Source: an optimization exercise on an open RTL-to-GDS flow (aim: small area, a short achievable clock period and few clock cycles). Production flows keep margins and buffers that such runs may drop. The RTL of this run was laid out without a check of its function. Power is estimated from default activity; no workload was simulated.

===== flow/config.mk =====
export PLATFORM = sky130hd
export DESIGN_NAME = simplecpu
export DESIGN_NICKNAME = simplecpu
export VERILOG_FILES = /design/flow/design.v
export SDC_FILE = /design/flow/constraint.sdc
export NUM_CORES = 4
export LEC_CHECK = 0
export CAP_MARGIN = 20
export CORE_MARGIN = 2
export CORE_UTILIZATION = 40
export SLEW_MARGIN = 20

===== flow/constraint.sdc =====
create_clock -name core_clock -period 11.0 [get_ports {clk}]
set_input_delay 2.2000 -clock core_clock [delete_from_list [all_inputs] [get_ports {clk}]]
set_output_delay 2.2000 -clock core_clock [all_outputs]
set_load 0.01 [all_outputs]

===== flow/design.v =====
module simplecpu (
    input  wire        clk,
    input  wire        rst,
    output wire        mem_req,
    output wire        mem_we,
    output wire [15:0] mem_addr,
    output wire [7:0]  mem_wdata,
    input  wire        mem_ready,
    input  wire [7:0]  mem_rdata,
    output wire        out_valid,
    output wire [7:0]  out_data,
    output wire        in_req,
    input  wire        in_ack,
    input  wire [7:0]  in_data,
    output wire        halted,
    output wire [1:0]  fault,
    input  wire [3:0]  dbg_sel,
    output reg  [15:0] dbg_data
);
    localparam [7:0] OP_NOP  = 8'h00, OP_LDI  = 8'h01, OP_LDM  = 8'h02,
                     OP_ST   = 8'h03, OP_MOV  = 8'h04, OP_PUSH = 8'h05,
                     OP_POP  = 8'h06, OP_ADD  = 8'h10, OP_ADDI = 8'h11,
                     OP_SUB  = 8'h12, OP_SUBI = 8'h13, OP_MUL  = 8'h14,
                     OP_DIV  = 8'h15, OP_INC  = 8'h16, OP_DEC  = 8'h17,
                     OP_AND  = 8'h20, OP_OR   = 8'h21, OP_XOR  = 8'h22,
                     OP_NOT  = 8'h23, OP_SHL  = 8'h24, OP_SHR  = 8'h25,
                     OP_CMP  = 8'h30, OP_CMPI = 8'h31, OP_JMP  = 8'h40,
                     OP_JZ   = 8'h41, OP_JNZ  = 8'h42, OP_JC   = 8'h43,
                     OP_JNC  = 8'h44, OP_CALL = 8'h45, OP_RET  = 8'h46,
                     OP_IN   = 8'h50, OP_OUT  = 8'h51, OP_HLT  = 8'hFF;
    localparam [3:0] S_F    = 4'd0,    
                     S_O    = 4'd1,    
                     S_RD0  = 4'd2,
                     S_RD1  = 4'd3,
                     S_WR0  = 4'd4,
                     S_WR1  = 4'd5,
                     S_IO   = 4'd6,    
                     S_RETW = 4'd7,    
                     S_MD0  = 4'd8,    
                     S_MD   = 4'd9,    
                     S_HALT = 4'd10;
    reg [15:0] ra, rb, rc, rd, sp, pc;
    reg [3:0]  flags;             
    reg [63:0] icount;
    reg        timer_en;
    reg [15:0] timer_val;
    reg [1:0]  fault_q;
    reg [3:0]  state;
    reg [15:0] addr;              
    reg        pend;              
    reg [7:0]  op;
    reg [1:0]  opos, olast;
    reg [2:0]  ca, cb;            
    reg [15:0] imm;               
    reg [15:0] mq;
    reg [16:0] mr;
    reg [3:0]  mcnt;
    function [2:0] opnd_count;    
        input [7:0] o;
        begin
            case (o)
                OP_NOP, OP_RET, OP_HLT: opnd_count = 3'd0;
                OP_MOV, OP_PUSH, OP_POP, OP_ADD, OP_SUB, OP_MUL, OP_DIV,
                OP_INC, OP_DEC, OP_AND, OP_OR, OP_XOR, OP_NOT, OP_CMP:
                    opnd_count = 3'd1;
                OP_SHL, OP_SHR, OP_JMP, OP_JZ, OP_JNZ, OP_JC, OP_JNC, OP_CALL:
                    opnd_count = 3'd2;
                OP_LDI, OP_LDM, OP_ST, OP_ADDI, OP_SUBI, OP_CMPI, OP_IN, OP_OUT:
                    opnd_count = 3'd3;
                default: opnd_count = 3'd7;
            endcase
        end
    endfunction
    function [2:0] code8;
        input [7:0] x;
        code8 = (x < 8'd6) ? x[2:0] : 3'd7;
    endfunction
    function [2:0] code4;
        input [3:0] x;
        code4 = (x < 4'd6) ? x[2:0] : 3'd7;
    endfunction
    wire        acc_state = (state == S_F) || (state == S_O) ||
                            (state == S_RD0) || (state == S_RD1) ||
                            (state == S_WR0) || (state == S_WR1) ||
                            (state == S_IO);
    wire        acc_we    = (state == S_WR0) || (state == S_WR1) ||
                            (state == S_IO && op == OP_OUT);
    wire        acc_port  = (addr[15:2] == 14'h3FC0);
    wire [1:0]  port_sel  = addr[1:0];
    reg  [15:0] rA, rB;
    always @(*) begin
        case (ca)
            3'd0: rA = ra;
            3'd1: rA = rb;
            3'd2: rA = rc;
            3'd3: rA = rd;
            3'd4: rA = sp;
            3'd5: rA = pc;
            default: rA = 16'h0000;
        endcase
        case (cb)
            3'd0: rB = ra;
            3'd1: rB = rb;
            3'd2: rB = rc;
            3'd3: rB = rd;
            3'd4: rB = sp;
            3'd5: rB = pc;
            default: rB = 16'h0000;
        endcase
    end
    wire [15:0] npc = pc + ((op == OP_PUSH || op == OP_POP) ? 16'd2 :
                            (op == OP_CALL) ? 16'd3 : 16'd4);
    wire [15:0] wval = (op == OP_CALL) ? npc : rA;
    wire [7:0]  acc_wdata = (state == S_WR1) ? wval[15:8] : wval[7:0];
    reg        acc_done;
    reg [7:0]  acc_rdata;
    always @(*) begin
        acc_done  = 1'b0;
        acc_rdata = 8'h00;
        if (acc_state) begin
            if (!acc_port) begin
                acc_done  = mem_ready;
                acc_rdata = mem_rdata;
            end else begin
                case (port_sel)
                    2'd0: acc_done = 1'b1;
                    2'd1: begin
                        if (acc_we) acc_done = 1'b1;
                        else begin
                            acc_done  = in_ack;
                            acc_rdata = in_data;
                        end
                    end
                    2'd2: begin
                        acc_done  = 1'b1;
                        acc_rdata = {7'd0, timer_en};
                    end
                    default: begin
                        acc_done  = 1'b1;
                        acc_rdata = timer_val[7:0];
                    end
                endcase
            end
        end
    end
    assign mem_req   = acc_state && !acc_port;
    assign mem_we    = acc_we;
    assign mem_addr  = addr;
    assign mem_wdata = acc_wdata;
    assign out_valid = acc_state && acc_port && acc_we && port_sel == 2'd0;
    assign out_data  = acc_wdata;
    assign in_req    = acc_state && acc_port && !acc_we && port_sel == 2'd1;
    wire [15:0] addr_inc = addr + 16'd1;
    wire [15:0] sp_pm2   = sp + ((state == S_RD1) ? 16'd2 : 16'hFFFE);
    wire f_packed = (op == OP_MOV) || (op == OP_ADD) || (op == OP_SUB) ||
                    (op == OP_MUL) || (op == OP_DIV) || (op == OP_AND) ||
                    (op == OP_OR)  || (op == OP_XOR) || (op == OP_CMP);
    wire f_store  = (op == OP_ST) || (op == OP_OUT);
    wire f_jump   = (op[7:4] == 4'h4);            
    wire f_rfirst = !f_packed && !f_store && !f_jump;
    wire o_last   = (opos == olast);
    wire is_sub  = (op == OP_SUB) || (op == OP_SUBI) || (op == OP_CMP) ||
                   (op == OP_CMPI) || (op == OP_DEC);
    wire is_incdec = (op == OP_INC) || (op == OP_DEC);
    wire [15:0] opb  = f_packed ? rB : (is_incdec ? 16'd1 : imm);
    wire [16:0] addsub = {1'b0, rA} + {1'b0, is_sub ? ~opb : opb} + {16'd0, is_sub};
    wire        as_c = is_sub ? !addsub[16] : addsub[16];
    wire        as_o = is_sub ? ((rA[15] != opb[15]) && (addsub[15] != rA[15]))
                              : ((rA[15] == opb[15]) && (addsub[15] != rA[15]));
    wire [7:0]  shamt = imm[7:0];
    wire        sh_left = (op == OP_SHL);
    wire [15:0] rA_rev;
    genvar gi;
    generate for (gi = 0; gi < 16; gi = gi + 1) begin : g_rev
        assign rA_rev[gi] = rA[15 - gi];
    end endgenerate
    wire [16:0] sh_in  = {sh_left ? rA_rev : rA, 1'b0};
    wire        sh_big = (shamt[7:5] != 3'd0) || (shamt[4] && shamt[3:0] != 4'd0);
    wire [16:0] sh_out = sh_big ? 17'd0 : (sh_in >> shamt[4:0]);
    wire [15:0] sh_res;
    generate for (gi = 0; gi < 16; gi = gi + 1) begin : g_shr
        assign sh_res[gi] = sh_left ? sh_out[16 - gi] : sh_out[gi + 1];
    end endgenerate
    reg  [15:0] alu_v;
    reg         alu_c, alu_o, alu_wf, alu_wr;
    always @(*) begin
        alu_v  = addsub[15:0];
        alu_c  = 1'b0;
        alu_o  = 1'b0;
        alu_wf = 1'b1;
        alu_wr = 1'b1;
        case (op)
            OP_ADD, OP_ADDI, OP_SUB, OP_SUBI: begin alu_c = as_c; alu_o = as_o; end
            OP_CMP, OP_CMPI: begin alu_c = as_c; alu_o = as_o; alu_wr = 1'b0; end
            OP_INC, OP_DEC: ;
            OP_AND:  alu_v = rA & rB;
            OP_OR:   alu_v = rA | rB;
            OP_XOR:  alu_v = rA ^ rB;
            OP_NOT:  alu_v = ~rA;
            OP_SHL, OP_SHR: begin alu_v = sh_res; alu_c = sh_out[0]; end
            OP_MOV:  begin alu_v = rB;  alu_wf = 1'b0; end
            OP_LDI:  begin alu_v = imm; alu_wf = 1'b0; end
            default: begin alu_wf = 1'b0; alu_wr = 1'b0; end
        endcase
    end
    reg take;
    always @(*) begin
        case (op[2:0])
            3'd0: take = 1'b1;
            3'd1: take = flags[3];
            3'd2: take = !flags[3];
            3'd3: take = flags[2];
            3'd4: take = !flags[2];
            default: take = 1'b0;
        endcase
    end
    wire        md_div = op[0];                   
    wire [16:0] md_rsh = {mr[15:0], mq[15]};
    wire [16:0] md_x   = md_div ? md_rsh : {1'b0, mr[15:0]};
    wire [16:0] md_y   = md_div ? {1'b1, ~imm} : (mq[0] ? {1'b0, imm} : 17'd0);
    wire [16:0] md_s   = md_x + md_y + {16'd0, md_div};
    wire        md_ge  = !md_s[16];
    wire [16:0] mr_n   = md_div ? (md_ge ? md_s : md_rsh) : {1'b0, md_s[16:1]};
    wire [15:0] mq_n   = md_div ? {mq[14:0], md_ge} : {md_s[0], mq[15:1]};
    reg         we1, we2, spw;
    reg  [15:0] w1;
    always @(*) begin
        we1 = 1'b0;
        we2 = 1'b0;
        spw = 1'b0;
        w1  = alu_v;
        case (state)
            S_F: we1 = pend && alu_wr;
            S_RD1: if (acc_done) begin
                w1  = {acc_rdata, imm[7:0]};
                we1 = (op != OP_RET);
                spw = (op != OP_LDM);
            end
            S_WR1: spw = acc_done && (op != OP_ST);
            S_IO: if (acc_done) begin
                w1  = {8'h00, acc_rdata};
                we1 = (op == OP_IN);
            end
            S_MD: if (mcnt == 4'd0) begin
                w1  = mq_n;
                we1 = 1'b1;
                we2 = md_div;
            end
            default: ;
        endcase
    end
    always @(posedge clk) begin
        if (rst) begin
            ra <= 16'h0000; rb <= 16'h0000; rc <= 16'h0000; rd <= 16'h0000;
            sp <= 16'hFEFF;
        end else begin
            if      (we2 && cb == 3'd0) ra <= mr_n[15:0];
            else if (we1 && ca == 3'd0) ra <= w1;
            if      (we2 && cb == 3'd1) rb <= mr_n[15:0];
            else if (we1 && ca == 3'd1) rb <= w1;
            if      (we2 && cb == 3'd2) rc <= mr_n[15:0];
            else if (we1 && ca == 3'd2) rc <= w1;
            if      (we2 && cb == 3'd3) rd <= mr_n[15:0];
            else if (we1 && ca == 3'd3) rd <= w1;
            if      (we2 && cb == 3'd4) sp <= mr_n[15:0];
            else if (we1 && ca == 3'd4) sp <= w1;
            else if (spw)               sp <= sp_pm2;
        end
    end
    always @(posedge clk) begin
        if (rst) begin
            pc        <= 16'h0100;
            addr      <= 16'h0100;
            flags     <= 4'h0;
            icount    <= 64'd0;
            timer_en  <= 1'b0;
            timer_val <= 16'h0000;
            fault_q   <= 2'd0;
            state     <= S_F;
            pend      <= 1'b0;
        end else begin
            if (acc_state && acc_port && acc_we) begin
                if (port_sel == 2'd2) begin
                    if (acc_wdata != 8'h00) begin
                        timer_en  <= 1'b1;
                        timer_val <= 16'h0000;
                    end else begin
                        timer_en  <= 1'b0;
                    end
                end else if (port_sel == 2'd3) begin
                    timer_val <= {8'h00, acc_wdata};
                end
            end
            case (state)
                S_F: begin
                    pend <= 1'b0;
                    if (pend && alu_wf)
                        flags <= {alu_v == 16'h0000, alu_c, alu_v[15], alu_o};
                    if (acc_done) begin
                        op   <= acc_rdata;
                        pc   <= addr;
                        addr <= addr_inc;
                        if (timer_en) timer_val <= timer_val + 16'd1;
                        opos  <= 2'd0;
                        olast <= opnd_count(acc_rdata) - 3'd1;
                        case (opnd_count(acc_rdata))
                            3'd7: begin fault_q <= 2'd2; state <= S_HALT; end
                            3'd0: begin
                                if (acc_rdata == OP_HLT) state <= S_HALT;
                                else if (acc_rdata == OP_RET) state <= S_RETW;
                                else icount <= icount + 64'd1;       
                            end
                            default: state <= S_O;
                        endcase
                    end
                end
                S_O: if (acc_done) begin
                    opos <= opos + 2'd1;
                    addr <= addr_inc;
                    if ((opos == 2'd0 && (f_store || f_jump)) || (opos == 2'd1 && f_rfirst))
                        imm[7:0] <= acc_rdata;
                    if ((opos == 2'd1 && (f_store || f_jump)) || (opos == 2'd2 && f_rfirst))
                        imm[15:8] <= acc_rdata;
                    if (f_packed) begin
                        ca <= code4(acc_rdata[7:4]);
                        cb <= code4(acc_rdata[3:0]);
                    end else if ((opos == 2'd0 && f_rfirst) || (opos == 2'd2 && f_store))
                        ca <= code8(acc_rdata);
                    if (o_last) begin
                        case (op)
                            OP_LDM: begin addr <= {acc_rdata, imm[7:0]}; state <= S_RD0; end
                            OP_ST:  begin addr <= imm; state <= S_WR0; end
                            OP_IN:  begin addr <= {acc_rdata, imm[7:0]}; state <= S_IO; end
                            OP_OUT: begin addr <= imm; state <= S_IO; end
                            OP_PUSH, OP_CALL: begin addr <= sp_pm2; state <= S_WR0; end
                            OP_POP: begin addr <= sp; state <= S_RD0; end
                            OP_MUL, OP_DIV: state <= S_MD0;
                            OP_JMP, OP_JZ, OP_JNZ, OP_JC, OP_JNC: begin
                                if (take) addr <= {acc_rdata, imm[7:0]};
                                icount <= icount + 64'd1;
                                state  <= S_F;
                            end
                            default: begin
                                pend   <= 1'b1;
                                icount <= icount + 64'd1;
                                state  <= S_F;
                            end
                        endcase
                    end
                end
                S_RETW: begin addr <= sp; state <= S_RD0; end
                S_RD0: if (acc_done) begin
                    imm[7:0] <= acc_rdata;
                    addr     <= addr_inc;
                    state    <= S_RD1;
                end
                S_RD1: if (acc_done) begin
                    addr   <= (op == OP_RET) ? {acc_rdata, imm[7:0]} : npc;
                    icount <= icount + 64'd1;
                    state  <= S_F;
                end
                S_WR0: if (acc_done) begin
                    addr  <= addr_inc;
                    state <= S_WR1;
                end
                S_WR1: if (acc_done) begin
                    addr   <= (op == OP_CALL) ? imm : npc;
                    icount <= icount + 64'd1;
                    state  <= S_F;
                end
                S_IO: if (acc_done) begin
                    addr   <= npc;
                    icount <= icount + 64'd1;
                    state  <= S_F;
                end
                S_MD0: begin
                    mr   <= 17'd0;
                    mcnt <= 4'd15;
                    if (md_div) begin
                        if (rB == 16'h0000) begin
                            fault_q <= 2'd1;
                            state   <= S_HALT;
                        end else begin
                            mq    <= rA;
                            imm   <= rB;
                            state <= S_MD;
                        end
                    end else begin
                        mq    <= rB;
                        imm   <= rA;
                        state <= S_MD;
                    end
                end
                S_MD: begin
                    mr   <= mr_n;
                    mq   <= mq_n;
                    mcnt <= mcnt - 4'd1;
                    if (mcnt == 4'd0) begin
                        flags  <= {mq_n == 16'h0000, !md_div && (mr_n[15:0] != 16'h0000),
                                   mq_n[15], 1'b0};
                        icount <= icount + 64'd1;
                        state  <= S_F;
                    end
                end
                default: state <= S_HALT;
            endcase
        end
    end
    assign halted = (state == S_HALT);
    assign fault  = fault_q;
    always @(*) begin
        case (dbg_sel)
            4'd0:  dbg_data = ra;
            4'd1:  dbg_data = rb;
            4'd2:  dbg_data = rc;
            4'd3:  dbg_data = rd;
            4'd4:  dbg_data = sp;
            4'd5:  dbg_data = pc;
            4'd6:  dbg_data = {8'h00, flags, 4'h0};
            4'd7:  dbg_data = timer_val;
            4'd8:  dbg_data = {15'd0, timer_en};
            4'd9:  dbg_data = icount[15:0];
            4'd10: dbg_data = icount[31:16];
            4'd11: dbg_data = icount[47:32];
            4'd12: dbg_data = icount[63:48];
            default: dbg_data = 16'h0000;
        endcase
    end
endmodule

===== flow/run.sh =====
#!/bin/bash
# synth_recipe.tcl (not shown) runs the flow's synth.tcl, then flattens the netlist and writes it again
# the make line also repeats each setting of config.mk as NAME=value (left out here)
make -C /OpenROAD-flow-scripts/flow DESIGN_CONFIG=/design/flow/config.mk WORK_HOME=/design/flow/orfs CLKGATE_MAP_FILE= SYNTH_SCRIPT=/design/flow/synth_recipe.tcl finish

==> impl_metrics.yaml <==
run_status:
  run_status: "no timing/DRC/antenna violations"
place:
  placement.cell_area_um2: 26890
  detailed_place_hpwl_um: 97110
  global_placer_s_final_weighted_congestion: 1.058
  io_buffer_count: 78
  placed_cells: 4021
setup_path:
  rr_endpoint: "flags[2]$_SDFFE_PP0P_"
  reg2regPathDepth: 20
  critPathTopFamily: "compound AO/OA/AOI/OAI gates"
  slowest_stage: "o21ai_0"
  r2r_start: "op[0]$_DFFE_PP_"
  critPathArrivalTime_ns: 6.09
  end_kind: "output port"
  cp.required_ns: 8.80
  crit_chain: "nor4_1 > nand2_1 > o21ai_0 > inv_1 > ha_1 > a21oi_1 > nor4_1 > xnor2_1 > mux2_2 > o21ai_0 > clkdlybuf4s50_1"
  critical_path_buf_inv_count: 2
  cp_slowest_stage_delay_ns: 0.72
  timing.critical_path.fanout_max: 24
  path_class: "reg2out"
  ff2ff_setup_slack_ns: 3.93
  crit_path_start_kind: "register"
floorplan:
  die_height_um: 256.4
  core-area_um2: 63080
  io_pins: 79
  placement_rows: 92
  total_die_area_um2: 65760
  die_width_um: 256.4
  starting_utilization_of_the_core_area_pct: 40.41
pwr:
  worst_ir_drop_vdd_mv: 0.1229
  p_per_cell_area_nw_per_um2: 164.7
  finalPower_mw: 4.630
  total_leakage_power_nw: 9.727
logic_synthesis:
  synth_area_per_cell_um2: 7.750
  synth_unique_cells: 100
  synth_edf_count: 70
  synth-async-reset-ratio_pct: 0
  sequential_area_share_after_synthesis_pct: 24.27
  synth.top_cells.by_area: "dfxtp_1, edfxtp_1, nor2_1, ha_1, o21ai_0"
  synthesis.yosys.warnings: 1
  yosys.area.top_type_share_pct: 16.02
  synth_top_area_cell: "dfxtp_1"
  syn-num-nets: 3408
  ys_dominant_reg_cell: "dfxtp_1"
  ys_ff_latch: 274
  syn_inst: 3289
  mappedNetlistArea_um2: 25490
routing:
  detailroute.via_count: 29110
  routed_wl_um: 130300
  drt-wirelength-per-cell_um: 31.91
  drtAntennaViolNets: 0
  detailedRoute.firstIterationViolations: 4426
  post_detailed_route_via_to_cell_ratio: 7.125
  drc_errors: 0
  firstDrtPassIters: 7
cells_and_area:
  stdcell_count: 4085
  post-route-cell-area_um2: 28120
  final_core_utilization_pct: 44.57
  layout.cells.most_common: "nor2_1"
  num-nets-final: 3332
  area_growth_pct: 10.31
  commonest_non_fill_non_tap_cells_in_the_layout: "nor2_1, nand2_1, o21ai_0, a21oi_1, dfxtp_1"
  drive_above_1_share_pct: 10.04
clocking:
  clk_path_buf_depth: 3
  clock-root-buffer: "clkbuf_16"
  cts_made_buffers: 35
  ctsHoldBuffers: 0
  clkLatencyLatePin_ns: 0.59
  clk_pin_slew_worst_paths_ns: 0.05
  cts_tree: "built"
  post-cts-setup-buffer-count: 0
  clkSinkCount: 274
  count_of_instances_resized_after_the_clock_tree_is_built: 0
  cts-htree-levels: 2
hold_path:
  path_type_of_the_worst_min_delay_path: "reg2reg"
  worstHoldEndpoint: "fault_q[1]$_SDFFE_PP0P_"
  worstHoldPathCells: 2
  hold_start: "fault_q[1]$_SDFFE_PP0P_"
timing:
  report.final.slew_viol_count: 0
  setup_repair_after_global_routing_missed_its_margin: "false"
  timing.max_slew.rel_slack_pct: 14.74
  fin_setup_tns_ns: 0
  period_utilization_pct: 75.36
  fmaxAchievable_mhz: 120.6
  setup_viol_count_final: 0
  worst_clock_skew_ns: 0.02518
  worst_slew_pin_slew_ns: 1.279
  min_period_ns: 8.290
  final_hold_viol_count: 0
global_routing:
  grtUsageTotal_pct: 38.01
  global_route_wire_length_before_repair_um: 186800
  first_global_vias: 26810
  grt_max_degree: 115
  antenna_found_initial: 3
  grt.overflow.total: 0
run:
  max_capacitance_violation_total: 0
-- cell families (layout without fill, tap and decap cells) --
logic type,after synthesis,in the layout,share of synthesized area (%)
compound gates,1072,1072,29.36
xor+xnor,79,79,2.715
fa+ha+maj,95,95,4.811
buf+inv,397,346,6.264
flops,274,274,24.27
mux,184,184,9.592
other cells,0,1,0
simple gates,1188,1188,22.99
-- how the worst max path moves through the flow --
stage                     from               endpoint  slack (ns)  cells after the start
2_1_floorplan  op[0]$_DFFE_PP_  flags[2]$_SDFFE_PP0P_        4.36                     21
3_3_place_gp        dbg_sel[3]            dbg_data[3]        3.39                      7
3_5_place_dp        dbg_sel[2]            dbg_data[3]        3.59                      7
4_1_cts        op[5]$_DFFE_PP_           mem_wdata[7]        3.00                     11
5_1_grt        op[5]$_DFFE_PP_           mem_wdata[7]        2.56                     11
6_report       op[5]$_DFFE_PP_           mem_wdata[7]        2.71                     11
-- cell type report --
class	count	area, um^2
multi-input combinational	2618	17780
timing repair buffer	160	1410
tap	846	1059
antenna	1	2.502
sequential	274	6186
fill	6385	34960
inverter	124	465.4
clock buffer	47	991.0
clock inverter	15	221.5
-- power breakdown --
| part | internal, mW | total [mW] | switching, mW |
|---|---|---|---|
| Sequential | 1.12 | 1.29 | 0.161 |
| Clock | 0.733 | 1.24 | 0.509 |
| Combinational | 0.656 | 2.10 | 1.45 |
| Total | 2.51 | 4.63 | 2.12 |
-- registers in the layout (all words and copies together) (netlist names), 16 cells and up --
| register | count |
|---|---|
| icount | 64 |
| addr | 16 |
| imm | 16 |
| mq | 16 |
| mr | 16 |
| pc | 16 |
| ra | 16 |
| rb | 16 |
| rc | 16 |
| rd | 16 |
| sp | 16 |
| timer_val | 16 |
-- per-layer routing --
layer,vias to the layer above,track usage [%],part of all wire [%]
li1,12410,-,-
met1,14130,47.76,38
met2,2055,58.72,43
met3,510,8.887,11
met4,2,23.90,7.5
met5,-,0,0.011
-- synthesized netlist by cell type, drive strengths merged (36+ instances only) --
| library cell | number |
|---|---|
| nand2 | 269 |
| mux2i | 80 |
| or4 | 42 |
| buf | 64 |
| o21ai | 223 |
| nor2 | 344 |
| and3 | 51 |
| a31oi | 40 |
| mux4 | 42 |
| xnor2 | 48 |
| nor3 | 93 |
| inv | 123 |
| o22ai | 42 |
| nand3 | 102 |
| o32ai | 43 |
| clkbuf | 209 |
| a221oi | 43 |
| a22oi | 66 |
| a21oi | 208 |
| edfxtp | 70 |
| mux2 | 62 |
| dfxtp | 204 |
| o221ai | 36 |
| a211oi | 40 |
| ha | 90 |
| o31ai | 48 |
| nand4 | 66 |
| nor2b | 41 |
-- tightest hold or removal path, cell delays in order (launching register included) --
cell and delay (ns):
dfxtp_1 0.31, inv_1 0.05, a211oi_1 0.05
-- metrics by stage --
stage / hold slack, ns / worst slack [ns]
final: 0.4705 / 2.710
after global routing: 0.4968 / 2.560
after CTS: 0.4777 / 3.001
after detailed placement: 0.4668 / 3.593
after global placement: 0.4475 / 3.393
after floorplan: 0.4319 / 4.358

-- what the ideal ports hide --
The flow's constraints put no driver on any port. The routed layout listed below was extracted and timed again, unchanged, in two steps.
Step 1 sets driving cells, clkbuf_16 on the clock port and buf_2 on the other inputs (assumed; they add their load-dependent delay and slew).
Step 2, shift: input delay + t, output delay - t, t = (earliest + latest rising clock arrival at the registers) / 2. This alone moves slack from input paths to output paths.
a / b / c = ideal / step 1 / step 2; a / b = the first two.
t (ns): 0.643
slack for setup (ns): 2.710 / 2.648 / 3.291
worst register clock-pin slew, ns: 0.07 / 0.07
worst data-port slew with drivers (ns): 0.05
After both steps setup and hold are still met in this run. The setup slack of this run moves by -0.062 ns with the drivers and by +0.581 ns with both steps.
